What follows belongs to an exercise in optimizing a design on an open flow for small area, a short achievable clock period and few clock cycles per item; a production flow would make more cautious choices. Function was not checked in any run shown here: the RTL went through the layout flow alone.

==> flow/design.v (outline; a module is shown in full before it is edited, if it fits) <==
// module nn_fa: 10 lines
// module nn_fwd_unit: 3452 lines
module nn_fwd_unit #(
    parameter D = 4,
    parameter H = 8
) (
    input  wire                         clk,
    input  wire                         rst,
    input  wire                         start,
    input  wire [8*D-1:0]               x,
    input  wire [H*(8*D+8)+8*H+7:0]     w_in,
    output wire                         ready,
    output wire                         done,
    output wire [7:0]                   pred
);
  // ...
==> flow/run.sh <==
#!/bin/bash
# synth_recipe.tcl (not shown) runs the flow's synth.tcl, then flattens the netlist and writes it again
# the make line also repeats each setting of config.mk as NAME=value (left out here)
make -C /OpenROAD-flow-scripts/flow DESIGN_CONFIG=/design/flow/config.mk WORK_HOME=/design/flow/orfs CLKGATE_MAP_FILE= SYNTH_SCRIPT=/design/flow/synth_recipe.tcl finish
==> flow/config.mk <==
export PLATFORM = sky130hd
export DESIGN_NAME = nn_fwd_unit
export DESIGN_NICKNAME = nn_fwd_unit
export VERILOG_FILES = /design/flow/design.v
export SDC_FILE = /design/flow/constraint.sdc
export NUM_CORES = 4
export LEC_CHECK = 0
export CAP_MARGIN = 20
export CORE_MARGIN = 2
export CORE_UTILIZATION = 40
export SLEW_MARGIN = 20
export SYNTH_HIERARCHICAL = 1
==> flow/constraint.sdc <==
create_clock -name core_clock -period 25.0 [get_ports {clk}]
set_input_delay 5.0000 -clock core_clock [delete_from_list [all_inputs] [get_ports {clk}]]
set_output_delay 5.0000 -clock core_clock [all_outputs]
set_load 0.01 [all_outputs]
==> out/metrics.yaml, run 1 <==
synth:
  synth_area_um2: 61200
  synthSimpleGateAreaFrac_pct: 15.76
  syn_avg_cell_area_um2: 11.10
  synthArstFlopShare_pct: 0
  yosys-top-cells-count: "nand2_1, fa_1, dfxtp_1"
  synth-adder-area-share_pct: 55.12
  synth.distinct_cells: 25
cells_and_area:
  nNonClkBuffers: 477
  area_growth_pct: 14.03
  seq_area_um2: 11320
  fin_cells: 7861
  final-clk-cell-share_pct: 3.543
  fillers: 13880
  largest_cell_class: "multi-input gates"
timing:
  setup_tns_ns: 0
  fin_worst_skew_ns: 0.05498
cts:
  hold_buffers: 0
  cts_resized: 0
  clock_sinks: 563
  cts_buffers: 70
  clk_path_buf_depth: 3
  clk_pin_slew_ns: 0.07
job:
  cap_viol_max_count: 0
worst_hold_path:
  hp-class: "flip-flop to flip-flop"
  hp-start: "wr[30]"
global_route:
  antenna_found_initial: 12
  grt_max_degree: 54
  met1_usage_pct: 37.08
  grt.met2_usage_pct: 44.41
  grt_pass1_vias: 48340
routing:
  dr.pass1.iters: 6
  drt-met1-wl_mm: 82.17
  met3_length_mm: 27.31
  routedWlPerCell_um: 27.96
critical_path:
  critPathMaxFanout: 42
  worst-r2r-setup-slack_ns: 16.12
  cp-start-kind: "flip-flop"
placed_design:
  hpwlAfterDp_mm: 172.6
  dp.cells: 7728
die:
  die_h_um: 395.2
  design.die.area_um2: 156200
status:
  status: "no timing/DRC/antenna violations"
==> inputs of run 2 (changes only) <==
--- a/flow/config.mk
+++ b/flow/config.mk
@@ -9,3 +9,3 @@
 export CORE_MARGIN = 2
-export CORE_UTILIZATION = 40
+export CORE_UTILIZATION = 65
 export SLEW_MARGIN = 20
==> out/metrics.yaml, run 2 <==
status:
  status: "no timing/DRC/antenna violations"
global_route:
  grt_pass1_vias: 48590  # +0.52%
  track_usage_pct: 43.72
  grt_pass1_wl_mm: 305.0
  grt_max_degree: 49  # -9.3%
  grt_overflow_total: 0
  antenna_found_initial: 6  # -6
routing:
  drcViolationCount: 0
  routedWlPerCell_um: 28.78  # +2.9%
  drt_iter0_markers: 5304
  routed_wirelength_mm: 203.3
  vias: 43320
  vias_per_cell: 6.135
  final_antenna_net_count: 0
  dr.pass1.iters: 7  # +1
synth:
  yosysTopAreaCellShare_pct: 54.76
  synth_warnings: 7
  syn_avg_cell_area_um2: 11.10  # unchanged
  synth_edf_count: 0
  ys_ff_latch: 563
  ys_top_cells_by_area: "fa_1, dfxtp_1, nand2_1"
  post-synth-top-count-cell: "nand2_1"
  synth.distinct_cells: 25  # unchanged
  synth_flop_cell: "dfxtp_1"
  synthArstFlopShare_pct: 0  # unchanged
  yosysSeqAreaShare_pct: 18.42
  synth_area_um2: 61200  # unchanged
  syn-instance-count: 5514
  synth_fp_nets: 7633
  yosys-top-cells-count: "nand2_1, fa_1, dfxtp_1"
  yosysTopAreaCell: "fa_1"
cts:
  cts_max_level: 2
  clk_latency_ns: 0.71
  tritoncts: "yes"
  hold_buffers: 0  # unchanged
  clock_sinks: 563  # unchanged
  cts_resized: 0  # unchanged
  clk_path_buf_depth: 3  # unchanged
  cts_root_buf: "clkbuf_16"
  clk_pin_slew_ns: 0.07  # about the same
  cts_buffers: 59  # -16%
  cts_setup_buffers: 0
timing:
  hold_viol_final: 0
  final-setup-viol-count: 0
  fmax_ghz: 0.1109
  slew_viol_final: 0
  worst_pin_slew_ns: 1.020
  whs_ns: 0.3242
  slew_headroom_pct: 31.98
  setup_tns_ns: 0  # unchanged
  post-route-min-period_ns: 9.016
  min_period_over_period_pct: 36.06
  rsz0062_at_grt: "false"
  fin_worst_skew_ns: 0.02805  # -0.02693 ns
placed_design:
  portBuffers: 435
  gp_congestion: 1.017
  hpwlAfterDp_mm: 157.3  # -8.8%
  placedInstanceArea_um2: 66310
cells_and_area:
  layout_common_cells: "nand2_1, fa_1, dfxtp_1"
  final_nets: 7875
  fillers: 6733  # -51%
  layout_top_registers: "wr (392), wo_r (72), hr (56)"
  largest_reg_flops: 392
  finish.instance_area_um2: 68380
  top_register: "wr"
  area_growth_pct: 11.72
  drive_gt1_share_pct: 3.410
  layout_commonest_cell: "nand2_1"
die:
  die_x_um: 310.9
  initial_core_util_pct: 65.58
  rows: 112
  design.die.area_um2: 96630  # -38%
  design.portCount: 437
  fp.coreArea_um2: 93330
  die_h_um: 310.9  # -21%
critical_path:
  crit_path_end_kind: "flip-flop"
  required_ns: 25.63
  critPathMaxFanout: 34  # -19%
  arrival_ns: 9.65
  worstSetupPathType: "flip-flop to flip-flop"
  cp-start-kind: "flip-flop"
job:
  cap_viol_max_count: 0  # unchanged
worst_hold_path:
  hp-class: "flip-flop to flip-flop"
-- run 2: cell counts after synthesis --
Identical to the previous run, type by type.
-- run 2: cell families (layout without fill, tap and decap cells) --
kind of cell / after synthesis / in the layout / synth area share, %
xor gates and xnor gates: 504 / 504 / 7.564
adders and majority gates: 1692 / 1692 / 55.12
buffers and inverters: 497 / 789 / 3.136
DFF: 563 / 563 / 18.42
other: 1 / 3 / 0.006127
and+or+nand+nor: 2257 / 2257 / 15.76
-- run 2: per-module statistics from Yosys, one instance, submodules excluded --
module | times used | cells inside
nn_fwd_unit | 1 | 4000
nn_fa | 1514 | 1
-- run 2: path summary, 6_finish.rpt --
kind,startpoint,to,slack [ns],cells after the start
worst max-delay path,xr[18],hr[37],15.98,24
worst min-delay path,wr[29],wo_r[29],0.32,0
worst max register to register,xr[18],hr[37],15.98,24
worst min register to register,wr[29],wo_r[29],0.32,0
-- run 2: area by class of cell --
cell class	count	area (µm²)	area share, %
inverters	204	765.7	1.120
clock buffers	80	1687	2.467
flip-flops and latches	563	11320	16.55
diodes	2	5.005	0.007319
clock inverters	31	372.9	0.5453
repair buffers	474	4647	6.796
well taps	1254	1569	2.295
multi-input cells	4454	48010	70.22
-- run 2: critical path: stages, from the launching register on --
cell,delay (ns)
dfxtp_2,0.99
buf_4,0.60
nand2_1,0.14
fa_1,0.53
inv_1,0.05
fa_1,0.53
nand4b_1,0.10
nor2_1,0.14
fa_1,0.44
fa_1,0.47
fa_1,0.49
inv_1,0.05
fa_1,0.38
fa_1,0.42
fa_1,0.42
fa_1,0.41
fa_1,0.38
fa_1,0.38
fa_1,0.50
nor3b_2,0.20
xnor2_1,0.15
xnor3_1,0.45
xnor2_2,0.16
xnor2_2,0.32
and2_1,0.20
-- run 2: per-layer routing --
metal	part of all wire [%]	track usage (%)	wire length, µm	vias to the layer above
met4	7.5	25.87	15330	2
met2	45	66.46	91110	3662
met1	33	55.61	67970	22070
met5	0.0089	0.2470	18	-
met3	14	13.84	28830	858
li1	-	-	-	16730
-- run 2: stage by stage --
stage	util [%]	instances	worst slack [ns]
after CTS	73.26	7060	16.07
after detailed placement	71.05	6949	16.10
after floorplan	-	5514	16.93
final	73.27	7062	15.98
after global routing	73.26	7061	15.71
after global placement	71.05	6949	16.25

==> static timing again, ports no longer ideal <==
The flow's constraints put no driver on any port. The routed layouts listed below were extracted and timed again, unchanged, in two steps.
Step 1: set_driving_cell puts a clkbuf_16 on clk and a buf_2 on each other input, an assumption about the parent block.
Step 2 times the ports against the registers' clock, not the clock port: input delays grow and output delays shrink by t, the midpoint of the rising clock arrivals with the driver on.
a / b / c = ideal ports / drivers / drivers and shift; a / b = the first two.
| run | t, ns | setup WS [ns] | worst hold slack (ns) |
|---|---|---|---|
| run 1 | 0.776 | 16.123 / 16.123 / 16.123 | 0.324 / 0.324 / 0.324 |
| run 2 | 0.772 | 15.984 / 15.984 / 15.984 | 0.324 / 0.324 / 0.324 |
After both steps setup and hold are still met in every run listed.
